What follows belongs to an exercise in optimizing a design on an open flow for small area, a short achievable clock period and few clock cycles; a production flow would make more cautious choices. Where RTL was checked, it was by simulation tests only, not by an equivalence proof against the original.

==> v6: inputs <==
// rlec
module rlec (
    input  wire        clk,
    input  wire        rst_n,
    input  wire [3:0]  reg_addr,
    input  wire        reg_we,
    input  wire [31:0] reg_wdata,
    output reg  [31:0] reg_rdata,
    output wire        busy,
    output wire        ibuf_req,
    output wire [15:0] ibuf_addr,
    input  wire        ibuf_gnt,
    input  wire [7:0]  ibuf_rdata,
    output wire        obuf_req,
    output wire [15:0] obuf_addr,
    output wire [7:0]  obuf_wdata,
    input  wire        obuf_gnt
);
clock: 10.0 ns
lec_check: 0
abc_clock_period_in_ps: 5000
cap_margin: 20
core_margin: 2
core_utilization: 75
place_density: 0.8
setup_slack_margin: 4.7
slew_margin: 20
run.sh (not shown) runs the stock make flow with config.mk's settings and CLKGATE_MAP_FILE= SYNTH_SCRIPT=/design/flow/synth_recipe.tcl, a recipe that flattens the netlist after the stock synthesis.
==> v32: changes against v6 <==
--- a/flow/design.v
+++ b/flow/design.v
@@ -64,16 +64,17 @@
     wire dim_we    = cfg_we && ((reg_addr == R_WIDTH) || (reg_addr == R_HEIGHT));
     wire        m_bit = height[mcnt[3:0]];
     wire [17:0] m_sum = {npix, 1'b0} + {2'd0, m_bit ? width : 16'd0};
     wire        m_big = m_sum[17] || (m_sum[16] && (m_sum[15:0] != 16'd0));
     wire        o_wr     = oreq && obuf_gnt;
     wire        out_free = !oreq || obuf_gnt;
     wire [16:0] out_len1 = out_len + 17'd1;
-    wire [16:0] out_nxt  = oreq ? out_len1 : out_len;
-    wire        e_ovf    = !dec && (out_nxt == out_cap[16:0]);
+    wire        cap_eq0  = (out_len  == out_cap[16:0]);
+    wire        cap_eq1  = (out_len1 == out_cap[16:0]);
+    wire        e_ovf    = !dec && (o_wr ? cap_eq1 : cap_eq0);
     reg  [7:0]  e_byte;
     reg         e_rlast;         
     reg         e_last;          
     reg  [11:0] e_dec;           
     reg  [1:0]  b_k;
     wire        c_ext = (ev[3:0] == 4'd0) || (ev[3:0] == 4'd15);
     wire        c_gt  = c_ext ? (el[16:12] != 5'd0) : (el[16:4] != 13'd0);
CORE_UTILIZATION = 65   (was 75)
PLACE_DENSITY = 0.75   (was 0.8)
==> v28: changes against v6 <==
--- a/flow/design.v
+++ b/flow/design.v
@@ -50,43 +50,39 @@
     reg        sml;              
     reg        ov;               
     reg [2:0]  perr;             
     reg        e_act;
     reg [6:0]  ev;
     reg [16:0] el;
     reg [1:0]  ei;               
-    reg        oreq;
-    reg [7:0]  owd;
     wire run   = (state == S_RUN);
     wire start = (state == S_START);
     wire cfg_we    = reg_we && !st_busy;
     wire cmd_wr    = cfg_we && (reg_addr == R_CMD) && (reg_wdata != 32'd0);
     wire cmd_legal = (reg_wdata[31:5] == 27'd0) && (reg_wdata[3:2] == 2'd0) && (reg_wdata[1:0] != 2'd0);
     wire dim_we    = cfg_we && ((reg_addr == R_WIDTH) || (reg_addr == R_HEIGHT));
     wire        m_bit = height[mcnt[3:0]];
     wire [17:0] m_sum = {npix, 1'b0} + {2'd0, m_bit ? width : 16'd0};
     wire        m_big = m_sum[17] || (m_sum[16] && (m_sum[15:0] != 16'd0));
-    wire        o_wr     = oreq && obuf_gnt;
-    wire        out_free = !oreq || obuf_gnt;
     wire [16:0] out_len1 = out_len + 17'd1;
-    wire [16:0] out_nxt  = oreq ? out_len1 : out_len;
-    wire        e_ovf    = !dec && (out_nxt == out_cap[16:0]);
+    reg         cap_full;        
+    wire        e_ovf    = !dec && cap_full;
     reg  [7:0]  e_byte;
     reg         e_rlast;         
     reg         e_last;          
     reg  [11:0] e_dec;           
     reg  [1:0]  b_k;
     wire        c_ext = (ev[3:0] == 4'd0) || (ev[3:0] == 4'd15);
-    wire        c_gt  = c_ext ? (el[16:12] != 5'd0) : (el[16:4] != 13'd0);
+    reg         el_one, el_lt128, el_lt16k, el_lt4k, el_lt16;
+    wire        c_gt  = c_ext ? !el_lt4k : !el_lt16;
     wire [11:0] c_n   = c_gt ? (c_ext ? 12'd4095 : 12'd15) : el[11:0];
-    wire        el_one = (el == 17'd1);
     always @(*) begin
         if (el_one)                    b_k = 2'd0;
-        else if (el[16:7] == 10'd0)    b_k = 2'd1;
-        else if (el[16:14] == 3'd0)    b_k = 2'd2;
+        else if (el_lt128)             b_k = 2'd1;
+        else if (el_lt16k)             b_k = 2'd2;
         else                           b_k = 2'd3;
         e_byte  = 8'd0;
         e_rlast = 1'b1;
         e_last  = 1'b1;
         e_dec   = 12'd1;
         if (dec) begin
             case (fmt)
@@ -125,36 +121,36 @@
                         e_byte  = {ev[3:0], c_n[3:0]};
                     end
                     e_last = e_rlast && !c_gt;
                 end
             endcase
         end
     end
-    wire e_go    = run && e_act && out_free;              
-    wire e_step  = e_go && !e_ovf;                        
-    wire em_free = !e_act || (out_free && e_last && !e_ovf);
+    wire e_req   = run && e_act && !e_ovf;                
+    wire e_step  = e_req && obuf_gnt;                     
+    wire em_free = !e_act || (obuf_gnt && e_last && !e_ovf);
     wire [16:0] pidx1    = pidx + 17'd1;
     wire [16:0] acc_inc  = acc_len + 17'd1;
     wire        acc_nz   = (acc_len != 17'd0);
     wire        e_mism   = acc_nz && (qd[6:0] != acc_val);
     wire        e_cap    = (fmt == F_A) && (acc_len == 17'd124) && !e_mism;
     wire        e_need   = e_mism || e_cap;
     wire        enc_take = run && !dec && !p_done && qv && (!e_need || em_free);
     wire        enc_fin  = run && !dec && p_done && acc_nz && em_free;
-    wire        enc_ovf  = run && !dec && e_go && e_ovf;
-    wire        enc_end  = run && !dec && p_done && !acc_nz && !e_act && out_free;
+    wire        enc_ovf  = run && !dec && e_act && e_ovf;
+    wire        enc_end  = run && !dec && p_done && !acc_nz && !e_act;
     wire [17:0] r_diff  = {1'b0, npix} - {1'b0, acc_len};
     wire        d_over  = ov || r_diff[17];
     wire        d_bad   = (aerr != E_NONE) || (mode[0] && sml) || d_over;
     wire        d_chk   = run && dec && rdy && !p_done;
     wire        d_hand  = d_chk && !d_bad && (!acc_nz || em_free);
     wire        d_go    = run && dec && !p_done && (!rdy || d_hand);
     wire        d_trunc = (pidx == in_len[16:0]);    
     wire        dec_take = d_go && !d_trunc && qv;
-    wire        dec_end = run && dec && p_done && !e_act && out_free;
+    wire        dec_end = run && dec && p_done && !e_act;
     reg  [6:0]  a_val;
     reg  [16:0] a_len;
     reg  [1:0]  a_bi, a_brem;
     reg         a_sml, a_ov, a_done;
     reg  [2:0]  a_err;
     always @(*) begin
         a_val  = acc_val;
@@ -243,17 +239,17 @@
             default: qin = {4'd0, ibuf_rdata[7:4]};
         endcase
     end
     wire [15:0] pidx2 = {pidx[15:1] + 15'd1, pidx[0]};
     assign ibuf_addr  = (qv && dv) ? pidx2 : ((qv || dv) ? pidx1[15:0] : pidx[15:0]);
     assign busy       = st_busy;
     assign ibuf_req   = st_busy;
-    assign obuf_req   = oreq;
+    assign obuf_req   = e_req;
     assign obuf_addr  = out_len[15:0];
-    assign obuf_wdata = owd;
+    assign obuf_wdata = e_byte;
     wire [15:0] rsel = 16'd1 << reg_addr;
     always @(*) begin
         reg_rdata = ({32{rsel[R_STATUS]}} & {25'd0, st_err, 2'b00, st_done, st_busy})
                   | ({32{rsel[R_WIDTH]}}  & {16'd0, width})
                   | ({32{rsel[R_HEIGHT]}} & {16'd0, height})
                   | ({32{rsel[R_ATHR]}}   & {23'd0, a_thresh})
                   | ({32{rsel[R_MODE]}}   & {30'd0, mode})
@@ -275,14 +271,15 @@
         else if (bad_cap)  s_err = E_PARAM;
         else if (zero_dim) s_err = mode[1] ? E_NONE : E_PARAM;
         else               s_err = E_PARAM;
     end
     wire       fin     = s_end || enc_ovf || enc_end || dec_end;
     wire [2:0] fin_err = s_end ? s_err : (enc_ovf ? E_OVERFLOW : (dec ? perr : E_NONE));
     wire e_load  = (enc_take && e_need) || enc_fin || (d_hand && acc_nz);
+    wire [16:0] el_nx = e_load ? ((enc_take && e_cap) ? 17'd125 : acc_len) : (el - {5'd0, e_dec});
     wire ip_load = (enc_take && e_need) || enc_fin || enc_end || d_hand;
     always @(posedge clk) begin
         if (!rst_n) begin
             width    <= 16'd0;
             height   <= 16'd0;
             a_thresh <= 9'h0FF;
             mode     <= 2'd0;
@@ -290,29 +287,31 @@
             out_cap  <= 32'h0001_0000;
             out_len  <= 17'd0;
             in_pos   <= 17'd0;
             st_busy  <= 1'b0;
             st_done  <= 1'b0;
             st_err   <= E_NONE;
             state    <= S_IDLE;
-            oreq     <= 1'b0;
+            cap_full <= 1'b0;
         end else begin
             if (cfg_we) begin
                 case (reg_addr)
                     R_WIDTH:  width    <= reg_wdata[15:0];
                     R_HEIGHT: height   <= reg_wdata[15:0];
                     R_ATHR:   a_thresh <= reg_wdata[8:0];
                     R_MODE:   mode     <= reg_wdata[1:0];
                     R_INLEN:  in_len   <= reg_wdata;
                     R_OUTCAP: out_cap  <= reg_wdata;
                     default: ;
                 endcase
             end
             if (cmd_wr)    out_len <= 17'd0;
-            else if (o_wr) out_len <= out_len1;
+            else if (e_step) out_len <= out_len1;
+            if (cmd_wr)      cap_full <= (out_cap[16:0] == 17'd0);
+            else if (e_step) cap_full <= (out_len1 == out_cap[16:0]);
             if (cmd_wr)       in_pos <= 17'd0;
             else if (ip_load) in_pos <= pidx;
             if (cmd_wr) begin
                 st_busy <= 1'b1;
                 st_done <= 1'b0;
                 st_err  <= E_NONE;
                 state   <= S_START;
@@ -320,34 +319,36 @@
                 st_busy <= 1'b0;
                 st_done <= 1'b1;
                 st_err  <= fin_err;
                 state   <= S_IDLE;
             end else if (s_ok) begin
                 state   <= S_RUN;
             end
-            if (e_step)                     oreq <= 1'b1;
-            else if (out_free)              oreq <= 1'b0;
         end
     end
     always @(posedge clk) begin
         if (cmd_wr) begin
             fmt <= cmd_legal ? reg_wdata[1:0] : 2'd0;
             dec <= reg_wdata[4];
         end
         if (dim_we || dec_end) begin
             npix <= 17'd0;
             big  <= 1'b0;
-            mcnt <= 5'h1F;
         end else if (mcnt[4]) begin
             npix <= m_sum[16:0];
             big  <= big || m_big;
-            mcnt <= mcnt - 5'd1;
         end else if (d_hand && acc_nz) begin
             npix <= r_diff[16:0];
         end
+        if (!rst_n)
+            mcnt <= 5'd0;
+        else if (dim_we || dec_end)
+            mcnt <= 5'h1F;
+        else if (mcnt[4])
+            mcnt <= mcnt - 5'd1;
         if (start) begin
             dv   <= 1'b0;
             qv   <= 1'b0;
             pidx <= 17'd0;
         end else begin
             dv <= ibuf_gnt && !hold;
             qv <= hold || dv;
@@ -389,19 +390,22 @@
             e_act <= 1'b0;
         else if (e_load)
             e_act <= 1'b1;
         else if (e_step && e_last)
             e_act <= 1'b0;
         if (e_load) begin
             ev <= acc_val;
-            el <= (enc_take && e_cap) ? 17'd125 : acc_len;
             ei <= 2'd0;
         end else if (e_step) begin
-            if (e_rlast) begin
-                ei <= 2'd0;
-                el <= el - {5'd0, e_dec};
-            end else
-                ei <= ei + 2'd1;
+            if (e_rlast) ei <= 2'd0;
+            else         ei <= ei + 2'd1;
+        end
+        if (e_load || (e_step && e_rlast)) begin
+            el       <= el_nx;
+            el_one   <= (el_nx == 17'd1);
+            el_lt128 <= (el_nx[16:7] == 10'd0);
+            el_lt16k <= (el_nx[16:14] == 3'd0);
+            el_lt4k  <= (el_nx[16:12] == 5'd0);
+            el_lt16  <= (el_nx[16:4] == 13'd0);
         end
-        if (e_step) owd <= e_byte;
     end
 endmodule
CORE_UTILIZATION = 65   (was 75)
CTS_BUF_LIST = sky130_fd_sc_hd__clkbuf_8   (was unset)
CTS_CLUSTER_DIAMETER = 50   (was unset)
CTS_CLUSTER_SIZE = 10   (was unset)
PLACE_DENSITY = 0.75   (was 0.8)
==> v1: changes against v6 <==
--- a/flow/design.v
+++ b/flow/design.v
@@ -64,16 +64,17 @@
     wire dim_we    = cfg_we && ((reg_addr == R_WIDTH) || (reg_addr == R_HEIGHT));
     wire        m_bit = height[mcnt[3:0]];
     wire [17:0] m_sum = {npix, 1'b0} + {2'd0, m_bit ? width : 16'd0};
     wire        m_big = m_sum[17] || (m_sum[16] && (m_sum[15:0] != 16'd0));
     wire        o_wr     = oreq && obuf_gnt;
     wire        out_free = !oreq || obuf_gnt;
     wire [16:0] out_len1 = out_len + 17'd1;
-    wire [16:0] out_nxt  = oreq ? out_len1 : out_len;
-    wire        e_ovf    = !dec && (out_nxt == out_cap[16:0]);
+    wire        cap_eq0  = (out_len  == out_cap[16:0]);
+    wire        cap_eq1  = (out_len1 == out_cap[16:0]);
+    wire        e_ovf    = !dec && (o_wr ? cap_eq1 : cap_eq0);
     reg  [7:0]  e_byte;
     reg         e_rlast;         
     reg         e_last;          
     reg  [11:0] e_dec;           
     reg  [1:0]  b_k;
     wire        c_ext = (ev[3:0] == 4'd0) || (ev[3:0] == 4'd15);
     wire        c_gt  = c_ext ? (el[16:12] != 5'd0) : (el[16:4] != 13'd0);
@@ -144,15 +145,15 @@
     wire        enc_end  = run && !dec && p_done && !acc_nz && !e_act && out_free;
     wire [17:0] r_diff  = {1'b0, npix} - {1'b0, acc_len};
     wire        d_over  = ov || r_diff[17];
     wire        d_bad   = (aerr != E_NONE) || (mode[0] && sml) || d_over;
     wire        d_chk   = run && dec && rdy && !p_done;
     wire        d_hand  = d_chk && !d_bad && (!acc_nz || em_free);
     wire        d_go    = run && dec && !p_done && (!rdy || d_hand);
-    wire        d_trunc = (pidx == in_len[16:0]);    
+    wire        d_trunc = (pidx >= in_len[16:0]);
     wire        dec_take = d_go && !d_trunc && qv;
     wire        dec_end = run && dec && p_done && !e_act && out_free;
     reg  [6:0]  a_val;
     reg  [16:0] a_len;
     reg  [1:0]  a_bi, a_brem;
     reg         a_sml, a_ov, a_done;
     reg  [2:0]  a_err;
@@ -246,26 +247,28 @@
     wire [15:0] pidx2 = {pidx[15:1] + 15'd1, pidx[0]};
     assign ibuf_addr  = (qv && dv) ? pidx2 : ((qv || dv) ? pidx1[15:0] : pidx[15:0]);
     assign busy       = st_busy;
     assign ibuf_req   = st_busy;
     assign obuf_req   = oreq;
     assign obuf_addr  = out_len[15:0];
     assign obuf_wdata = owd;
-    wire [15:0] rsel = 16'd1 << reg_addr;
     always @(*) begin
-        reg_rdata = ({32{rsel[R_STATUS]}} & {25'd0, st_err, 2'b00, st_done, st_busy})
-                  | ({32{rsel[R_WIDTH]}}  & {16'd0, width})
-                  | ({32{rsel[R_HEIGHT]}} & {16'd0, height})
-                  | ({32{rsel[R_ATHR]}}   & {23'd0, a_thresh})
-                  | ({32{rsel[R_MODE]}}   & {30'd0, mode})
-                  | ({32{rsel[R_INLEN]}}  & in_len)
-                  | ({32{rsel[R_OUTCAP]}} & out_cap)
-                  | ({32{rsel[R_OUTLEN]}} & {15'd0, out_len})
-                  | ({32{rsel[R_INPOS]}}  & {15'd0, in_pos})
-                  | ({32{rsel[R_ID]}}     & ID_VALUE);
+        case (reg_addr)
+            R_STATUS: reg_rdata = {25'd0, st_err, 2'b00, st_done, st_busy};
+            R_WIDTH:  reg_rdata = {16'd0, width};
+            R_HEIGHT: reg_rdata = {16'd0, height};
+            R_ATHR:   reg_rdata = {23'd0, a_thresh};
+            R_MODE:   reg_rdata = {30'd0, mode};
+            R_INLEN:  reg_rdata = in_len;
+            R_OUTCAP: reg_rdata = out_cap;
+            R_OUTLEN: reg_rdata = {15'd0, out_len};
+            R_INPOS:  reg_rdata = {15'd0, in_pos};
+            R_ID:     reg_rdata = ID_VALUE;
+            default:  reg_rdata = 32'd0;
+        endcase
     end
     wire bad_cap  = (out_cap[31:17] != 15'd0) || (out_cap[16] && out_cap[15:0] != 16'd0);
     wire bad_len  = (in_len[31:17] != 15'd0) || (in_len[16] && in_len[15:0] != 16'd0);
     wire zero_dim = (width == 16'd0) || (height == 16'd0);
     wire s_ok     = start && !mcnt[4] && (fmt != 2'd0) && !bad_cap && !zero_dim && !big &&
                     !(dec && (bad_len || (npix > out_cap[16:0])));
     wire s_end    = start && ((fmt == 2'd0) || (!mcnt[4] && !s_ok));
CORE_UTILIZATION = 40   (was 75)
PLACE_DENSITY = 0.6   (was 0.8)
SETUP_SLACK_MARGIN = 5   (was 4.7)
==> results.sh <==
export IMPL_p_leak_nw=8.66
export IMPL_top_layer="met4"
export IMPL_synthMuxAreaShare_pct=3.40
export IMPL_seq_area_share_pct=25.9
export IMPL_worst_pin_slew_ps=977
export IMPL_syn_inst=2415
export IMPL_first_iter_violations=2255
export IMPL_post_cts_buffers=83
export IMPL_wl_per_cell_um=24.2
export IMPL_crit_chain="buf_8, buf_6, or2_4, nor2_4, buf_4, a222oi_1, nand3_1, buf_2"
export IMPL_dr_pass1_iters=7
export IMPL_drive_gt1_share_pct=12.7
export IMPL_outcome="timing/DRC/antenna clean"
export IMPL_timing_hold_ws_ps=474
# the run above: v1

==> results.sh <==
export IMPL_outcome="timing/DRC/antenna clean"
export IMPL_rsz0062_at_grt="yes"
export IMPL_top_layer="met5"
export IMPL_worst_pin_slew_ps=1180
export IMPL_dr_pass1_iters=12
export IMPL_seq_area_share_pct=28.1
export IMPL_timing_hold_ws_ps=484
export IMPL_first_iter_violations=3885
export IMPL_crit_chain="buf_12, nand2b_4, nor3b_4, buf_6, a22o_1, clkdlybuf4s50_1"
export IMPL_drive_gt1_share_pct=8.90
export IMPL_syn_inst=2373
export IMPL_wl_per_cell_um=25.7
export IMPL_p_leak_nw=8.11
export IMPL_synth_most_common_cell="nand2_1"
# the run above: v6

==> results.sh <==
export IMPL_top_layer="met5"
export IMPL_first_iter_violations=2300
export IMPL_syn_inst=2343
export IMPL_synthMuxAreaShare_pct=2.79
export IMPL_worst_pin_slew_ps=1040
export IMPL_crit_chain="buf_12, nor2b_4, buf_6, and3_4, a32o_1, a221oi_2, o211ai_1, buf_2"
export IMPL_dr_pass1_iters=6
export IMPL_wl_per_cell_um=23.9
export IMPL_timing_hold_ws_ps=475
export IMPL_drive_gt1_share_pct=9.56
export IMPL_outcome="timing/DRC/antenna clean"
export IMPL_seq_area_share_pct=28.1
export IMPL_p_leak_nw=8.10
# the run above: v28

==> results.sh <==
export IMPL_outcome="timing/DRC/antenna clean"
export IMPL_drive_gt1_share_pct=8.79
export IMPL_synthMuxAreaShare_pct=2.64
export IMPL_finalSetupViolCount=0
export IMPL_worst_pin_slew_ps=1000
export IMPL_dr_pass1_iters=7
export IMPL_p_clk_share_pct=32.0
export IMPL_top_layer="met4"
export IMPL_p_leak_nw=8.33
export IMPL_syn_inst=2367
export IMPL_timing_hold_ws_ps=494
export IMPL_wl_per_cell_um=23.3
export IMPL_first_iter_violations=2579
export IMPL_crit_chain="buf_16, clkbuf_2, buf_4, nand2b_1, o21ai_0, a222oi_1, nand3_1, buf_2"
# the run above: v32

Testbench counts of v28, summed over its fixed seeds: cycles 399,155.
Function not checked in v6, v32 and v1: the RTL went through the layout flow alone.

re-timing with driven ports:
The flow's constraints put no driver on any port. The routed layouts listed below were extracted and timed again, unchanged, in two steps.
Step 1 assumes that a clkbuf_16 drives the clock port and a buf_2 every other input.
Step 2 also shifts input and output timing later by t, the mid clock arrival at the registers, as if the neighbouring blocks saw the same clock.
a / b / c = no drivers / after step 1 / after step 2; a / b = the first two.
run | t, ns | slack for setup (ns) | latest minus earliest clock arrival (ns) | worst data-port slew with drivers (ns) | cell pins on the clock port's net
v6 | 0.635 | 4.577 / 4.477 / 4.451 | 0.017 / 0.018 | 0.15 | 1
v32 | 0.616 | 4.639 / 4.520 / 4.393 | 0.030 / 0.030 | 0.15 | 1
v28 | 0.635 | 4.648 / 4.599 / 4.368 | 0.024 / 0.025 | 0.06 | 1
v1 | 0.615 | 4.631 / 4.538 / 4.538 | 0.031 / 0.031 | 0.16 | 1
After both steps setup and hold are still met in every run listed. The setup slack of v28, which loses most, moves by -0.049 ns with the drivers and by -0.280 ns with both steps.
